Source: an optimization exercise on an open RTL-to-GDS flow (aim: small area). Production flows keep margins and buffers that such runs may drop. The RTL was checked by simulation tests, not by an equivalence proof against the original design.

==> job 2807 <==
==> flow/design.v <==
module audio_engine (
    input  wire        clk,
    input  wire        rst,          
    input  wire        set_mode,
    input  wire [1:0]  mode_in,      
    input  wire        set_volume,
    input  wire [7:0]  volume_in,
    input  wire        tick,
    input  wire [1:0]  src,          
    input  wire [11:0] adc0,
    input  wire [11:0] adc1,
    input  wire        tone_phase,   
    output reg  [11:0] dac_out,
    output reg  [9:0]  pwm_duty,
    output reg         pwm_en,
    output reg         tone_stop,    
    output reg         halted,
    output reg         tick_done
);
    localparam [10:0] PWM_PERIOD = 11'd1000;
    localparam [11:0] DAC_MID    = 12'd2048;
    localparam [10:0] DAC_HALF   = 11'd2047;
    localparam [10:0] PMID       = PWM_PERIOD / 2;
    localparam [10:0] PHALF      = PMID - 11'd1;
    localparam [1:0] M_OFF = 2'd0, M_PASS = 2'd1;
    reg [1:0]  mode;
    reg [7:0]  volume;
    reg        t_valid;
    reg [1:0]  t_mode;
    reg [7:0]  t_vol;
    reg        t_ph;
    reg [11:0] t_adc0, t_adc1;
    wire [12:0] sum       = {1'b0, t_adc0} + {1'b0, t_adc1};
    wire [23:0] sum_scl   = sum * PWM_PERIOD;
    wire [10:0] pduty_raw = sum_scl[23:13];
    wire [10:0] pduty     = (pduty_raw < 11'd1) ? 11'd1 :
                            (pduty_raw > PWM_PERIOD - 11'd1) ? PWM_PERIOD - 11'd1 : pduty_raw;
    wire [18:0] off_num   = DAC_HALF * t_vol;
    wire [10:0] off       = off_num / 19'd255;
    wire [11:0] tdac      = t_ph ? (DAC_MID + {1'b0, off}) : (DAC_MID - {1'b0, off});
    wire [21:0] poff_num  = off * PHALF;
    wire [10:0] poff      = poff_num / 22'd2047;
    wire [11:0] tduty_raw = t_ph ? ({1'b0, PMID} + {1'b0, poff}) : ({1'b0, PMID} - {1'b0, poff});
    wire [11:0] tduty     = (tduty_raw < 12'd1) ? 12'd1 :
                            (tduty_raw > {1'b0, PWM_PERIOD} - 12'd1) ? {1'b0, PWM_PERIOD} - 12'd1 : tduty_raw;
    always @(posedge clk) begin
        if (rst) begin
            mode      <= M_OFF;
            volume    <= 8'd0;
            pwm_en    <= 1'b0;
            tone_stop <= 1'b0;
            halted    <= 1'b0;
            t_valid   <= 1'b0;
            tick_done <= 1'b0;
        end else begin
            tone_stop <= 1'b0;
            tick_done <= 1'b0;
            t_valid   <= 1'b0;
            if (!halted) begin
                if (tick) begin
                    if (src != 2'd0) begin
                        halted <= 1'b1;
                    end else begin
                        t_valid <= 1'b1;
                        t_mode  <= mode;
                        t_vol   <= volume;
                        t_ph    <= tone_phase;
                        t_adc0  <= adc0;
                        t_adc1  <= adc1;
                    end
                end
                if (set_mode && !(tick && src != 2'd0)) begin
                    if (mode_in != mode) begin
                        tone_stop <= 1'b1;
                        mode      <= mode_in;
                        pwm_en    <= (mode_in != M_OFF);
                    end
                end
                if (set_volume && !(tick && src != 2'd0))
                    volume <= volume_in;
            end
            if (t_valid) begin
                tick_done <= 1'b1;
                if (t_mode == M_PASS) begin
                    dac_out  <= sum[12:1];
                    pwm_duty <= pduty[9:0];
                end else if (t_mode != M_OFF) begin
                    dac_out  <= tdac;
                    pwm_duty <= tduty[9:0];
                end
            end
        end
    end
endmodule
==> flow/run.sh <==
#!/bin/bash
# synth_recipe.tcl (not shown) runs the flow's synth.tcl, then flattens the netlist and writes it again
# the make line also repeats each setting of config.mk as NAME=value (left out here)
make -C /OpenROAD-flow-scripts/flow DESIGN_CONFIG=/design/flow/config.mk WORK_HOME=/design/flow/orfs CLKGATE_MAP_FILE= SYNTH_SCRIPT=/design/flow/synth_recipe.tcl finish
==> flow/config.mk <==
export PLATFORM = sky130hd
export DESIGN_NAME = audio_engine
export DESIGN_NICKNAME = audio_engine
export VERILOG_FILES = /design/flow/design.v
export SDC_FILE = /design/flow/constraint.sdc
export NUM_CORES = 4
export LEC_CHECK = 0
export CAP_MARGIN = 20
export CORE_MARGIN = 2
export CORE_UTILIZATION = 40
export PLACE_DENSITY = 0.6
export SLEW_MARGIN = 20
==> flow/constraint.sdc <==
create_clock -name core_clock -period 30.0 [get_ports {clk}]
set_input_delay 6.0000 -clock core_clock [delete_from_list [all_inputs] [get_ports {clk}]]
set_output_delay 6.0000 -clock core_clock [all_outputs]
set_load 0.01 [all_outputs]
==> job 243: changes against job 2807 <==
==> flow/design.v, changed modules only <==
module audio_engine (
    input  wire        clk,
    input  wire        rst,          
    input  wire        set_mode,
    input  wire [1:0]  mode_in,      
    input  wire        set_volume,
    input  wire [7:0]  volume_in,
    input  wire        tick,
    input  wire [1:0]  src,          
    input  wire [11:0] adc0,
    input  wire [11:0] adc1,
    input  wire        tone_phase,   
    output wire [11:0] dac_out,
    output wire [9:0]  pwm_duty,
    output wire        pwm_en,
    output reg         tone_stop,    
    output reg         halted,
    output reg         tick_done
);
    reg [1:0]  mode;
    reg [7:0]  volume;
    reg [12:0] s;       
    reg        k;       
    wire bad    = tick && (src != 2'd0);
    wire live   = !halted && !bad;
    wire accept = live && tick;
    wire [12:0] sum;
    rca #(12) u_sum (.a(adc0), .b(adc1), .ci(1'b0), .s(sum[11:0]), .co(sum[12]));
    always @(posedge clk) begin
        if (rst) begin
            mode      <= 2'd0;
            volume    <= 8'd0;
            tone_stop <= 1'b0;
            halted    <= 1'b0;
            tick_done <= 1'b0;
        end else begin
            tone_stop <= live && set_mode && (mode_in != mode);
            tick_done <= accept;
            if (bad) halted <= 1'b1;
            if (live && set_mode) mode <= mode_in;
            if (live && set_volume) volume <= volume_in;
        end
        if (accept && mode != 2'd0) begin
            k <= !mode[1];
            s <= mode[1] ? {tone_phase, volume, sum[3:0]} : sum;
        end
    end
    assign pwm_en = mode != 2'd0;
    wire [9:0]  a = s[12:3];
    wire [11:0] a3;
    rca #(11) u_a3 (.a({1'b0, a}), .b({a, 1'b0}), .ci(1'b0), .s(a3[10:0]), .co(a3[11]));
    reg  [9:0]  lim;
    always @(*) begin
        case (s[2:0])
            3'd0: lim = 10'd0;   3'd1: lim = 10'd125; 3'd2: lim = 10'd250; 3'd3: lim = 10'd375;
            3'd4: lim = 10'd500; 3'd5: lim = 10'd625; 3'd6: lim = 10'd750; default: lim = 10'd875;
        endcase
    end
    wire        bor = {a3[6:0], 3'd0} > lim;
    wire [9:0]  praw;
    rca #(10) u_pd (.a(a), .b({5'b11111, ~a3[11:7]}), .ci(~bor), .s(praw), .co());
    wire [9:0]  pduty = {praw[9:1], praw[0] | (praw[9:1] == 9'd0)};
    wire        ph = s[12];
    wire [7:0]  v  = s[11:4];
    localparam [255:0] F_0 = 256'h8000000007ffffffff8000000003ffffffffc000000001ffffffffe000000000;
    localparam [255:0] F_1 = 256'hfffffffff8000000000000000003fffffffffffffffffe000000000000000000;
    localparam [255:0] F_2 = 256'hfffffffffffffffffffffffffffc000000000000000000000000000000000000;
    wire [2:0]  f = {F_2[v], F_1[v], F_0[v]};
    localparam [255:0] H_0 = 256'h87ffff8000003ffffc600001ffffff00000ffffff8000003ffffc000001ffffe;
    localparam [255:0] H_1 = 256'h87ffffffffffc00000000001fffffffffff0000000000003ffffffffffe00000;
    localparam [255:0] H_2 = 256'h780000000000000000000001fffffffffffffffffffffffc0000000000000000;
    localparam [255:0] H_3 = 256'hfffffffffffffffffffffffe0000000000000000000000000000000000000000;
    wire [3:0]  h = {H_3[v], H_2[v], H_1[v], H_0[v]};
    wire [10:0] off = {v, f};
    wire [10:0] tlo;
    wire        tco;
    rca #(11) u_td (.a(off ^ {11{~ph}}), .b(11'd0), .ci(~ph), .s(tlo), .co(tco));
    wire [11:0] tdac = {ph | tco, tlo};
    wire [8:0]  poff;
    rca #(9) u_po (.a({v, 1'b0}), .b({5'b11111, ~h}), .ci(1'b1), .s(poff), .co());
    wire [9:0]  tduty;
    rca #(10) u_tdu (.a(10'd500), .b({1'b0, poff} ^ {10{~ph}}), .ci(~ph), .s(tduty), .co());
    assign dac_out  = k ? s[12:1] : tdac;
    assign pwm_duty = k ? pduty : tduty;
endmodule
module rca #(parameter N = 4) (
    input  wire [N-1:0] a,
    input  wire [N-1:0] b,
    input  wire         ci,
    output wire [N-1:0] s,
    output wire         co
);
    wire [N:0] c;
    assign c[0] = ci;
    genvar i;
    generate
        for (i = 0; i < N; i = i + 1) begin : g
            assign s[i]   = a[i] ^ b[i] ^ c[i];
            assign c[i+1] = (a[i] & b[i]) | (a[i] & c[i]) | (b[i] & c[i]);
        end
    endgenerate
    assign co = c[N];
endmodule
==> summary.md <==
| Metric | Value |
|---|---|
| Number of ordinary inverters in the final layout | `32` |
| Status | `timing/DRC/antenna clean` |
| CTS Buf Count | `3` |
| Core area | `7810 um2` |
| Most common cell in the netlist | `ha_1` |
| Final clock-cell share | `0.0114` |
| Synth Register Bits | `27` |
| Total track usage | `0.184` |
The numbers above come from job 243.

==> summary.md <==
| Metric | Value |
|---|---|
| Synth Register Bits | `72` |
| Hold WS | `0.430 ns` |
| Final clock-cell share | `0.0166` |
| RR Startpoint | `t_vol[5]$_DFFE_PP_` |
| Core area | `40,600 um2` |
| Status | `timing/DRC/antenna clean` |
| Most common cell in the netlist | `inv_1` |
| Number of ordinary inverters in the final layout | `196` |
| GPL Wtd Cong | `0.936` |
| Crit path launch type | `flip-flop` |
| CTS Buf Count | `9` |
| Placed Cells incl. Taps | `2,488` |
The numbers above come from job 2807.

afterwards: timing with drivers on the ports:
The flow's constraints put no driver on any port. The routed layouts listed below were extracted and timed again, unchanged, in two steps. Step 1 (the two cells are an assumption about what drives the block):
set clk [get_ports {clk}]
set_driving_cell -lib_cell sky130_fd_sc_hd__clkbuf_16 $clk
set_driving_cell -lib_cell sky130_fd_sc_hd__buf_2 [delete_from_list [all_inputs] $clk]
Step 2 times the ports against the registers' clock, not the clock port: input delays grow and output delays shrink by t, the midpoint of the rising clock arrivals with the driver on. a / b / c = ideal / step 1 / step 2; a / b = the first two.
run	t (ns)	slack for setup (ns)	latest minus earliest clock arrival (ns)	slew at the worst register clock pin (ns)
job 2807	0.364	2.812 / 2.812 / 2.812	0.011 / 0.011	0.06 / 0.06
job 243	0.299	16.634 / 16.609 / 16.909	0.009 / 0.009	0.10 / 0.10
After both steps setup and hold are still met in every run listed.
